This is an optimization exercise on Yosys and OpenROAD, whose aim is small area, a short achievable clock period and few clock cycles, not a production implementation. RTL that was checked went through simulation tests only; none was proved equivalent to the original. Power is estimated from default activity; no workload was simulated.

==> inputs of build 72 <==
==> flow/design.v (excerpt) <==
module tinyvm_core (
    input  wire        clk,
    input  wire        rst,             
    input  wire [63:0] budget_init,     
    input  wire [63:0] counter_init,    
    input  wire [15:0] rng_seed,        
    input  wire        resume,          
    output wire [15:0] imem_addr,
    input  wire [15:0] imem_rdata,
    output wire [15:0] dmem_addr,
    output wire        dmem_we,
    output wire [15:0] dmem_wdata,
    input  wire [15:0] dmem_rdata,
    output wire        suspended,
    output wire [15:0] yield_value,
    output wire        halted,
    output wire        timed_out,
    output wire [15:0] pc_out,
    output wire        debug_valid,
    output wire [15:0] debug_pc
);
    localparam [3:0] PH_EXEC = 4'd0,    
                     PH_LOAD = 4'd1,    
                     PH_MUL1 = 4'd2,    
                     PH_MUL2 = 4'd3,    
                     PH_DIV  = 4'd4,    
                     PH_SEQ  = 4'd5,    
                     PH_LWI1 = 4'd6,    
                     PH_LWI2 = 4'd7,    
                     PH_UN   = 4'd8;    
    localparam [1:0] ST_RUN  = 2'd0,
                     ST_SUSP = 2'd1,
                     ST_HALT = 2'd2;
    reg [15:0] fpc;         
    reg        aval;        
    reg        apred;       
  ...
make LEC_CHECK=0 ABC_CLOCK_PERIOD_IN_PS=4000 CAP_MARGIN=20 CORE_MARGIN=2 CORE_UTILIZATION=40 PLACE_DENSITY=0.6 SETUP_SLACK_MARGIN=5 SLEW_MARGIN=20 finish   # period 10.0 ns
run.sh (not shown) runs the stock make flow with config.mk's settings and CLKGATE_MAP_FILE= SYNTH_SCRIPT=/design/flow/synth_recipe.tcl, a recipe that flattens the netlist after the stock synthesis.
==> trial 84 (differences from build 72) <==
--- a/flow/design.v
+++ b/flow/design.v
@@ -25,22 +25,24 @@
                      PH_MUL2 = 4'd3,    
                      PH_DIV  = 4'd4,    
                      PH_SEQ  = 4'd5,    
                      PH_LWI1 = 4'd6,    
                      PH_LWI2 = 4'd7,    
-                     PH_UN   = 4'd8;    
+                     PH_UN   = 4'd8,    
+                     PH_MULW = 4'd9;    
     localparam [1:0] ST_RUN  = 2'd0,
                      ST_SUSP = 2'd1,
                      ST_HALT = 2'd2;
     reg [15:0] fpc;         
     reg        aval;        
     reg        apred;       
     reg        btb_v;
     reg [15:0] btb_src, btb_tgt;
     reg [15:0] ir;
     reg        ival, ipred;
-    reg [3:0]  ras;         
+    reg [15:0] ohs;         
+    reg [15:0] oht;         
     reg [3:0]  ph;
     reg [1:0]  status;
     reg        bz;          
     reg [15:0] epc;         
     reg [63:0] nret;        
@@ -51,10 +53,11 @@
     reg [15:0] dq;          
     reg [15:0] dr;          
     reg [15:0] dd;          
     reg [3:0]  dcnt;
     reg        m_hi;
+    reg        m_one;       
     reg [1:0]  u_fn;        
     reg        d_rem, d_sgn, d_aneg, d_neg, d_bz;
     wire [3:0]  op = ir[15:12];
     wire [3:0]  fn = ir[11:8];
     wire is_sys    = (ir[15:4] == 12'h102);
@@ -81,12 +84,21 @@
     wire legal = is_ret | is_cpuid | is_debug | is_time | is_sw | is_lw | is_lwi |
                  is_lb | is_lhi | is_unary | is_binary | is_cmp | is_br | is_jmp | is_jr;
     wire e_rdy  = (ph == PH_EXEC) && (status == ST_RUN) && !bz;
     wire e_take = e_rdy && ival;            
     wire e_ok   = e_take && legal;
-    wire [15:0] rs = regs[ras];             
-    wire [15:0] rt = regs[ir[3:0]];         
+    reg  [15:0] rs;                         
+    reg  [15:0] rt;                         
+    integer ri;
+    always @(*) begin
+        rs = 16'd0;
+        rt = 16'd0;
+        for (ri = 0; ri < 16; ri = ri + 1) begin
+            rs = rs | (regs[ri] & {16{ohs[ri]}});
+            rt = rt | (regs[ri] & {16{oht[ri]}});
+        end
+    end
     wire        sub   = ir[15] | ir[8];              
     wire        sx    = ir[15] & ir[8];              
     wire [16:0] add_a = {sx & rt[15], rt};
     wire [16:0] add_b = {sx & rs[15], rs} ^ {17{sub}};
     wire [17:0] sum_c = {add_a, 1'b1} + {add_b, sub};     
@@ -146,13 +158,12 @@
     wire        take    = is_jmp | (is_br && (rs != 16'd0));
     wire [15:0] npc     = is_jr ? jr_tgt : (take ? rel_tgt : epc_inc);
     wire        mispred = ipred ? ~is_jmp : (take | is_jr);
     wire        redir   = e_take & (mispred | is_lwi);
     wire [23:0] mac     = dq * dd[7:0] + {8'd0, dr};
-    wire        m_one   = (ph == PH_MUL1);       
-    wire [15:0] mul_res = m_one ? (m_hi ? {8'd0, mac[23:16]} : mac[15:0])
-                                : (m_hi ? mac[23:8] : {mac[7:0], dd[15:8]});
+    wire [15:0] mul_res = m_one ? (m_hi ? {8'd0, dr[15:8]} : {dr[7:0], dd[15:8]})
+                                : (m_hi ? dr : dd);
     wire        m_swap  = ~is_rnd & (rs[15:8] != 8'd0) & (rt[15:8] == 8'd0);
     wire        a_neg = ir[8] & rt[15];
     wire        b_neg = ir[8] & rs[15];
     wire [15:0] a_mag = a_neg ? (16'd0 - rt) : rt;
     wire [15:0] b_mag = b_neg ? (16'd0 - rs) : rs;
@@ -205,16 +216,11 @@
             PH_LWI2: begin
                 wd    = imem_rdata;
                 we_hi = 1'b1;
                 we_lo = 1'b1;
             end
-            PH_MUL1: begin
-                wd    = mul_res;
-                we_hi = (dd[15:8] == 8'd0);
-                we_lo = (dd[15:8] == 8'd0);
-            end
-            PH_MUL2: begin
+            PH_MULW: begin
                 wd    = mul_res;
                 we_hi = 1'b1;
                 we_lo = 1'b1;
             end
             PH_DIV: begin
@@ -256,12 +262,13 @@
                     if (is_seqop)         ph_n = PH_SEQ;
                     if (is_cnt)           ph_n = PH_UN;
                 end
             end
             PH_LOAD: ph_n = PH_EXEC;
-            PH_MUL1: ph_n = (dd[15:8] == 8'd0) ? PH_EXEC : PH_MUL2;
-            PH_MUL2: ph_n = PH_EXEC;
+            PH_MUL1: ph_n = (dd[15:8] == 8'd0) ? PH_MULW : PH_MUL2;
+            PH_MUL2: ph_n = PH_MULW;
+            PH_MULW: ph_n = PH_EXEC;
             PH_DIV:  if (dcnt == 4'd0) ph_n = PH_EXEC;
             PH_SEQ:  if (rd == 4'd0) ph_n = PH_EXEC;
             PH_LWI1: ph_n = PH_LWI2;
             PH_UN:   ph_n = PH_EXEC;
             default: ph_n = PH_EXEC;
@@ -328,11 +335,12 @@
         apred  <= btb_hit;
         ival   <= ival_n;
         if (capture) begin
             ir    <= imem_rdata;
             ipred <= apred;
-            ras   <= sel_r ? imem_rdata[11:8] : imem_rdata[7:4];
+            ohs   <= 16'd1 << (sel_r ? imem_rdata[11:8] : imem_rdata[7:4]);
+            oht   <= 16'd1 << imem_rdata[3:0];
         end
         if (rst) begin
             epc      <= 16'd0;
             btb_v    <= 1'b0;
             btb_src  <= 16'd0;
@@ -345,10 +353,11 @@
             dr       <= 16'd0;
             dd       <= 16'd0;
             dcnt     <= 4'd0;
             m_hi     <= 1'b0;
             u_fn     <= 2'd0;
+            m_one    <= 1'b0;
             d_rem    <= 1'b0;
             d_sgn    <= 1'b0;
             d_aneg   <= 1'b0;
             d_neg    <= 1'b0;
             d_bz     <= 1'b0;
@@ -389,13 +398,14 @@
                     seq_time <= is_time;
                     tcarry   <= t_sum[16];
                 end
             end
             case (ph)
-                PH_MUL1: begin
-                    dr <= mac[23:8];
-                    dd <= {mac[7:0], dd[15:8]};
+                PH_MUL1, PH_MUL2: begin
+                    dr    <= mac[23:8];
+                    dd    <= {mac[7:0], dd[15:8]};
+                    m_one <= (ph == PH_MUL1);
                 end
                 PH_DIV: begin
                     if (dv_z8) begin
                         dq   <= {dq[7:0], 8'd0};
                         dcnt <= dcnt - 4'd4;
--- a/flow/config.mk
+++ b/flow/config.mk
@@ -6,9 +6,9 @@
 export NUM_CORES = 4
 export LEC_CHECK = 0
 export ABC_CLOCK_PERIOD_IN_PS = 4000
 export CAP_MARGIN = 20
 export CORE_MARGIN = 2
-export CORE_UTILIZATION = 40
-export PLACE_DENSITY = 0.6
+export CORE_UTILIZATION = 55
+export PLACE_DENSITY = 0.7
 export SETUP_SLACK_MARGIN = 5
 export SLEW_MARGIN = 20
==> run summary <==
Minimum setup slack among reg-to-reg paths: build 72 3.94 ns; trial 84 4.67 ns
Yosys reg bits: build 72 506; trial 84 527
Final clock skew: build 72 0.0956 ns; trial 84 0.0770 ns
CP Data Arrival Time: build 72 6.49 ns; trial 84 5.91 ns
Post-place setup slack: build 72 3.12 ns; trial 84 3.79 ns
Height of the die: build 72 347 um; trial 84 297 um
Maximum number of pins on one net before global-route repair: build 72 71; trial 84 75
Critical Path Sink: build 72 regs[11][4]; trial 84 dr[14]
CP Buf/Inv Count: build 72 6; trial 84 4
Power per cell area: build 72 285 nW/um^2; trial 84 314 nW/um^2
Seq_cells: build 72 506; trial 84 527
Run status: build 72 no timing/DRC/antenna violations; trial 84 failed layout checks
Reasons for failing layout checks: build 72 -; trial 84 capacitance limit, slew limit
Measured slew at the worst slew-check pin: build 72 1.17 ns; trial 84 1.80 ns
Final standard cell utilization of the core: build 72 51.2%; trial 84 67.5%
Summed area of non-filler cells in the final layout: build 72 59,600 um^2; trial 84 57,400 um^2
Vias per cell: build 72 6.50; trial 84 7.12
Critical-path maximum fanout: build 72 8; trial 84 5
DP Area: build 72 51,600 um^2; trial 84 50,900 um^2
Depth of the worst register-to-register path: build 72 24; trial 84 20
Initial Utilization: build 72 40.3%; trial 84 55.5%
Global-route wire length before repair: build 72 320 mm; trial 84 320 mm
Num Clock Sinks: build 72 506; trial 84 527
Total Routing Usage GR: build 72 35.9%; trial 84 48.4%
Met3 usage in global routing: build 72 10.5%; trial 84 16.9%
Buffering overhead: build 72 12.8%; trial 84 11.2%
# Post-CTS Setup Buffers: build 72 233; trial 84 144
Worst hold margin: build 72 0.432 ns; trial 84 0.457 ns
Testbench counts of build 72, summed over its fixed seeds: cycles 339,870.
Function not checked in trial 84: the RTL went through the layout flow alone.

static timing again, ports no longer ideal:
The flow's constraints put no driver on any port. The routed layouts listed below were extracted and timed again, unchanged, in two steps. Step 1: set_driving_cell puts a clkbuf_16 on clk and a buf_2 on each other input, an assumption about the parent block. Step 2 moves the port delays by t, midway between the first and last clock arrival at a register: inputs arrive t later, outputs are due t later. That takes back most of the time a late clock gives input paths. Three values: no drivers, after step 1, after step 2; two values: the first two.
| run | shift t [ns] | setup slack, ns | latest minus earliest clock arrival (ns) |
|---|---|---|---|
| build 72 | 0.757 | 3.940 / 3.940 / 3.602 | 0.096 / 0.096 |
| trial 84 | 0.766 | 4.671 / 4.671 / 4.023 | 0.077 / 0.077 |
For trial 84, which loses most, drivers alone change the setup slack by 0.000 ns; drivers and shift together by -0.648 ns.
